Background: an optimization exercise with open tools, aiming at small area, a short achievable clock period and few clock cycles per item. Do not read the settings as production practice.
Where RTL was checked, it was by simulation tests only, not by an equivalence proof against the original.

## before
Design pid_eval, start of the top module:
module pid_eval (
    input  wire        clk,
    input  wire        rst,
    input  wire        start,
    input  wire [31:0] sp,
    input  wire [31:0] meas,
    input  wire [31:0] kp,
    input  wire [31:0] ki,
    input  wire [31:0] kd,
    input  wire [31:0] bias,
    input  wire [31:0] dt,
    output wire        ready,
    output reg         done,
    output wire [31:0] out,
    output wire [31:0] integral,
    output wire [31:0] prev_err
);
Size in the first run: about 11000 cells after synthesis, ~560 flip-flops, ~330 I/O pins.
==> module fp_div, before the edit <==
module fp_div (
    input  wire        clk,
    input  wire        rst,
    input  wire        pre,
    input  wire [31:0] bin,
    input  wire        start,
    input  wire [31:0] a,
    input  wire [31:0] b,
    output wire        done,
    output wire [31:0] y
);
    reg               a_sign;
    reg        [7:0]  a_exp;
    reg               a_mz;         
    reg        [1:0]  spec;         
    reg signed [9:0]  adj;          
    reg        [29:0] ws, wc;       
    reg        [23:0] dvs;          
    reg        [23:0] qp, qn;       
    reg               cnt;          
    reg               norm;         
    reg               first;
    reg               busy;
    wire b_n    = (b[30:23] != 0);
    wire a_max  = (a_exp == 8'hFF);
    wire b_max  = (b[30:23] == 8'hFF);
    wire a_nan  = a_max && !a_mz;
    wire b_nan  = b_max && (b[22:0] != 0);
    wire a_inf  = a_max && a_mz;
    wire b_inf  = b_max && (b[22:0] == 0);
    wire a_zero = (a_exp == 0) && a_mz;
    wire b_zero = (b[30:0] == 0);
    reg [1:0] spec_now;
    always @(*) begin
        if (a_nan || b_nan || (a_zero && b_zero) || (a_inf && b_inf))
            spec_now = 2'd1;
        else if (a_inf || b_zero)
            spec_now = 2'd2;
        else if (a_zero || b_inf)
            spec_now = 2'd3;
        else
            spec_now = 2'd0;
    end
    wire        a_n = (a[30:23] != 0);
    wire        nrm = ws[23] & dvs[23];
    wire [29:0] d1  = {4'd0, dvs, 2'b00};       
    wire [29:0] d2  = {3'd0, dvs, 3'b000};      
    reg signed [6:0] m2, m1, m0, mn1;
    always @(*) begin
        case (dvs[22:20])
            3'd0: begin m2 = 12; m1 = 3; m0 = -5; mn1 = -13; end
            3'd1: begin m2 = 14; m1 = 4; m0 = -6; mn1 = -15; end
            3'd2: begin m2 = 15; m1 = 4; m0 = -6; mn1 = -16; end
            3'd3: begin m2 = 16; m1 = 4; m0 = -7; mn1 = -18; end
            3'd4: begin m2 = 18; m1 = 5; m0 = -8; mn1 = -20; end
            3'd5: begin m2 = 19; m1 = 5; m0 = -8; mn1 = -21; end
            3'd6: begin m2 = 20; m1 = 5; m0 = -9; mn1 = -23; end
            3'd7: begin m2 = 22; m1 = 6; m0 = -10; mn1 = -25; end
            default: begin m2 = 0; m1 = 0; m0 = 0; mn1 = 0; end
        endcase
    end
    wire        fast = a_n & dvs[23];           
    wire [29:0] w0   = start ? {6'd0, 1'b1, a[22:0]} : ws;
    wire [29:0] c0   = start ? 30'd0 : wc;
    wire [23:0] p0   = start ? 24'd0 : qp;
    wire [23:0] n0   = start ? 24'd0 : qn;
    reg  [29:0] s, c, x, s4, c4, s_2, c_2;
    reg  [33:0] p, n;
    reg  [27:0] p_2, n_2;
    reg signed [6:0] est;
    reg         qp2, qp1, qn1, qn2;
    integer j;
    always @(*) begin
        s = w0;
        c = c0;
        p = {10'd0, p0};
        n = {10'd0, n0};
        s_2 = 30'd0; c_2 = 30'd0; p_2 = 28'd0; n_2 = 28'd0;
        for (j = 0; j < 5; j = j + 1) begin
            s4  = {s[27:0], 2'b00};
            c4  = {c[27:0], 2'b00};
            est = s4[28:22] + c4[28:22];
            qp2 = (est >= m2);
            qp1 = ~qp2 & (est >= m1);
            qn2 = (est < mn1);
            qn1 = ~qn2 & (est < m0);
            x   = qp2 ? ~d2 : qp1 ? ~d1 : qn1 ? d1 : qn2 ? d2 : 30'd0;
            s   = s4 ^ c4 ^ x;
            c   = {((s4 & c4) | (s4 & x) | (c4 & x)), 1'b0} | {29'd0, qp2 | qp1};
            p   = {p[31:0], qp2, qp1};
            n   = {n[31:0], qn2, qn1};
            if (j == 1) begin
                s_2 = s; c_2 = c; p_2 = p[27:0]; n_2 = n[27:0];
            end
        end
    end
    always @(posedge clk) begin
        if (pre)
            dvs <= {bin[30:23] != 0, bin[22:0]};
        if (rst) begin
            busy <= 1'b0;
        end else if (start) begin
            a_sign <= a[31];
            a_exp  <= a[30:23];
            a_mz   <= (a[22:0] == 23'd0);
            adj    <= 10'sd0;
            first  <= 1'b1;
            busy   <= 1'b1;
            cnt    <= 1'b0;
            norm   <= ~fast;
            if (fast) begin
                ws <= s_2;
                wc <= c_2;
                qp <= p_2[23:0];
                qn <= n_2[23:0];
            end else begin
                ws <= {6'd0, a_n, a[22:0]};
                wc <= 30'd0;
                qp <= 24'd0;
                qn <= 24'd0;
            end
        end else if (busy) begin
            if (first) begin
                first <= 1'b0;
                spec  <= spec_now;
                if (spec_now != 2'd0)
                    busy <= 1'b0;
            end
            if (norm) begin
                if (!nrm) begin
                    if (!ws[23])
                        ws <= ws << 1;
                    if (!dvs[23])
                        dvs <= dvs << 1;
                    adj <= adj - {9'd0, ~ws[23]} + {9'd0, ~dvs[23]};
                end else begin
                    ws   <= s_2;
                    wc   <= c_2;
                    qp   <= p_2[23:0];
                    qn   <= n_2[23:0];
                    norm <= 1'b0;
                end
            end else begin
                ws  <= s;
                wc  <= c;
                qp  <= p[23:0];
                qn  <= n[23:0];
                cnt <= 1'b1;
                if (cnt)
                    busy <= 1'b0;
            end
        end
    end
    assign done = ~busy;
    wire [29:0] w   = s_2 + c_2;
    wire        neg = w[29];
    wire [27:0] quo = p_2 - n_2 - {27'd0, neg};
    wire        rz  = (w == 30'd0) | (neg & (w == ~d1 + 30'd1));
    wire        hi  = quo[26];
    wire [25:0] sig = hi ? quo[26:1] : quo[25:0];
    wire        stk = ~rz | (hi & quo[0]);
    wire signed [9:0] e = $signed({2'd0, a_exp[7:1], a_exp[0] | (a_exp == 0)})
                        - $signed({2'd0, b[30:24], b[23] | ~b_n}) + adj
                        + (hi ? 10'sd127 : 10'sd126);
    wire [31:0] rnd;
    fp_round u_round (
        .sign  (a_sign ^ b[31]),
        .e     (e),
        .sig   (sig),
        .sticky(stk),
        .res   (rnd)
    );
    assign y = (spec == 2'd1) ? 32'h7FC00000 :
               (spec == 2'd2) ? {a_sign ^ b[31], 8'hFF, 23'd0} :
               (spec == 2'd3) ? {a_sign ^ b[31], 31'd0} : rnd;
endmodule
==> flow/config.mk <==
export PLATFORM = sky130hd
export DESIGN_NAME = pid_eval
export DESIGN_NICKNAME = pid_eval
export VERILOG_FILES = /design/flow/design.v
export SDC_FILE = /design/flow/constraint.sdc
export NUM_CORES = 4
export LEC_CHECK = 0
export CAP_MARGIN = 20
export CORE_MARGIN = 2
export CORE_UTILIZATION = 40
export SETUP_SLACK_MARGIN = 5
export SLEW_MARGIN = 20
==> flow/constraint.sdc <==
create_clock -name core_clock -period 20.0 [get_ports {clk}]
set_input_delay 4.0000 -clock core_clock [delete_from_list [all_inputs] [get_ports {clk}]]
set_output_delay 4.0000 -clock core_clock [all_outputs]
set_load 0.01 [all_outputs]
run.sh (not shown) runs the stock make flow with config.mk's settings and CLKGATE_MAP_FILE= SYNTH_SCRIPT=/design/flow/synth_recipe.tcl, a recipe that flattens the netlist after the stock synthesis.
The flow completed for before, but it is not clean: the layout still shows negative setup slack.
Edits applied to the flow inputs when going from before to after:
-- flow/design.v --
<<< before, line 221
        endcase
    end
    wire        fast = a_n & dvs[23];           
    wire [29:0] w0   = start ? {6'd0, 1'b1, a[22:0]} : ws;
    wire [29:0] c0   = start ? 30'd0 : wc;
    wire [23:0] p0   = start ? 24'd0 : qp;
    wire [23:0] n0   = start ? 24'd0 : qn;
    reg  [29:0] s, c, x, s4, c4, s_2, c_2;
    reg  [33:0] p, n;
>>> after, line 221
        endcase
    end
    reg  [29:0] s, c, x, s4, c4, s_2, c_2;
    reg  [33:0] p, n;
<<< before, line 233
    integer j;
    always @(*) begin
        s = w0;
        c = c0;
        p = {10'd0, p0};
        n = {10'd0, n0};
        s_2 = 30'd0; c_2 = 30'd0; p_2 = 28'd0; n_2 = 28'd0;
        for (j = 0; j < 5; j = j + 1) begin
>>> after, line 228
    integer j;
    always @(*) begin
        s = ws;
        c = wc;
        p = {10'd0, qp};
        n = {10'd0, qn};
        s_2 = 30'd0; c_2 = 30'd0; p_2 = 28'd0; n_2 = 28'd0;
        for (j = 0; j < 5; j = j + 1) begin
<<< before, line 256
        end
    end
    always @(posedge clk) begin
        if (pre)
>>> after, line 251
        end
    end
    wire fast = a_n & dvs[23];
    reg  [29:0] ls, lc, lx, ls4, lc4;
    reg  [3:0]  lp, ln;
    reg signed [6:0] lest;
    reg         lqp2, lqp1, lqn1, lqn2;
    integer l;
    always @(*) begin
        ls = {6'd0, 1'b1, a[22:0]};
        lc = 30'd0;
        lp = 4'd0;
        ln = 4'd0;
        for (l = 0; l < 2; l = l + 1) begin
            ls4  = {ls[27:0], 2'b00};
            lc4  = {lc[27:0], 2'b00};
            lest = ls4[28:22] + lc4[28:22];
            lqp2 = (lest >= m2);
            lqp1 = ~lqp2 & (lest >= m1);
            lqn2 = (lest < mn1);
            lqn1 = ~lqn2 & (lest < m0);
            lx   = lqp2 ? ~d2 : lqp1 ? ~d1 : lqn1 ? d1 : lqn2 ? d2 : 30'd0;
            ls   = ls4 ^ lc4 ^ lx;
            lc   = {((ls4 & lc4) | (ls4 & lx) | (lc4 & lx)), 1'b0} | {29'd0, lqp2 | lqp1};
            lp   = {lp[1:0], lqp2, lqp1};
            ln   = {ln[1:0], lqn2, lqn1};
        end
    end
    always @(posedge clk) begin
        if (pre)
<<< before, line 271
            norm   <= ~fast;
            if (fast) begin
                ws <= s_2;
                wc <= c_2;
                qp <= p_2[23:0];
                qn <= n_2[23:0];
            end else begin
                ws <= {6'd0, a_n, a[22:0]};
>>> after, line 292
            norm   <= ~fast;
            if (fast) begin
                ws <= ls;
                wc <= lc;
                qp <= {20'd0, lp};
                qn <= {20'd0, ln};
            end else begin
                ws <= {6'd0, a_n, a[22:0]};
<<< before, line 315
    assign done = ~busy;
    wire [29:0] w   = s_2 + c_2;
    wire        neg = w[29];
    wire [27:0] quo = p_2 - n_2 - {27'd0, neg};
    wire        rz  = (w == 30'd0) | (neg & (w == ~d1 + 30'd1));
    wire        hi  = quo[26];
    wire [25:0] sig = hi ? quo[26:1] : quo[25:0];
>>> after, line 336
    assign done = ~busy;
    wire [29:0] w   = s_2 + c_2;
    wire [29:0] wd  = s_2 + c_2 + d1;
    wire        neg = w[29];
    wire [27:0] qm1 = p_2 + ~n_2;               
    wire [27:0] quo = neg ? qm1 : qm1 + 28'd1;
    wire        rz  = neg ? (wd == 30'd0) : (w == 30'd0);
    wire        hi  = quo[26];
    wire [25:0] sig = hi ? quo[26:1] : quo[25:0];
--- outcome ---
- Source of the critical timing path: mid[27] -> before, u_div.ws[20] -> after
- Comparing after and before, count of buffer and inverter cells on the critical path is lower on before.
- The count of clock-buffer cells in the layout in after is 0.949 times that in before.
- Compare after and before | number of filler cells placed in the layout lower: before
- When after is set beside before, its area growth from synthesis to layout turns out to be 11 points smaller.
- Going from before to after, number of buffers created by CTS shows a reduction of 3, utilization after layout shows a reduction of 4.5 points.
- after ended with every stage complete and zero timing, DRC or antenna violations.
- Flip-flop and latch count: before vs after identical
Testbench counts of after, summed over its fixed seeds: cycles 43,200, items 4,800.
Only the layout flow was run in before; the RTL was not checked for function there.

[what the ideal ports hide]
The results above use ideal ports. As a check the final layouts listed here were re-extracted and re-timed, cells and wires unchanged. Step 1 assumes that a clkbuf_16 drives the clock port and a buf_2 every other input. Step 2 adds t to the input delays and takes it off the output delays; t is the mean of the earliest and latest rising clock arrival at the registers after step 1. Input paths then give back, and output paths get back, about the clock's delay inside the block. a / b / c = ideal ports / drivers / drivers and shift; a / b = the first two.
run	t (ns)	slack for setup (ns)	worst hold slack (ns)
before	0.804	-2.753 / -2.753 / -2.753	0.491 / 0.491 / 0.491
after	0.840	3.518 / 3.518 / 3.518	0.481 / 0.481 / 0.481
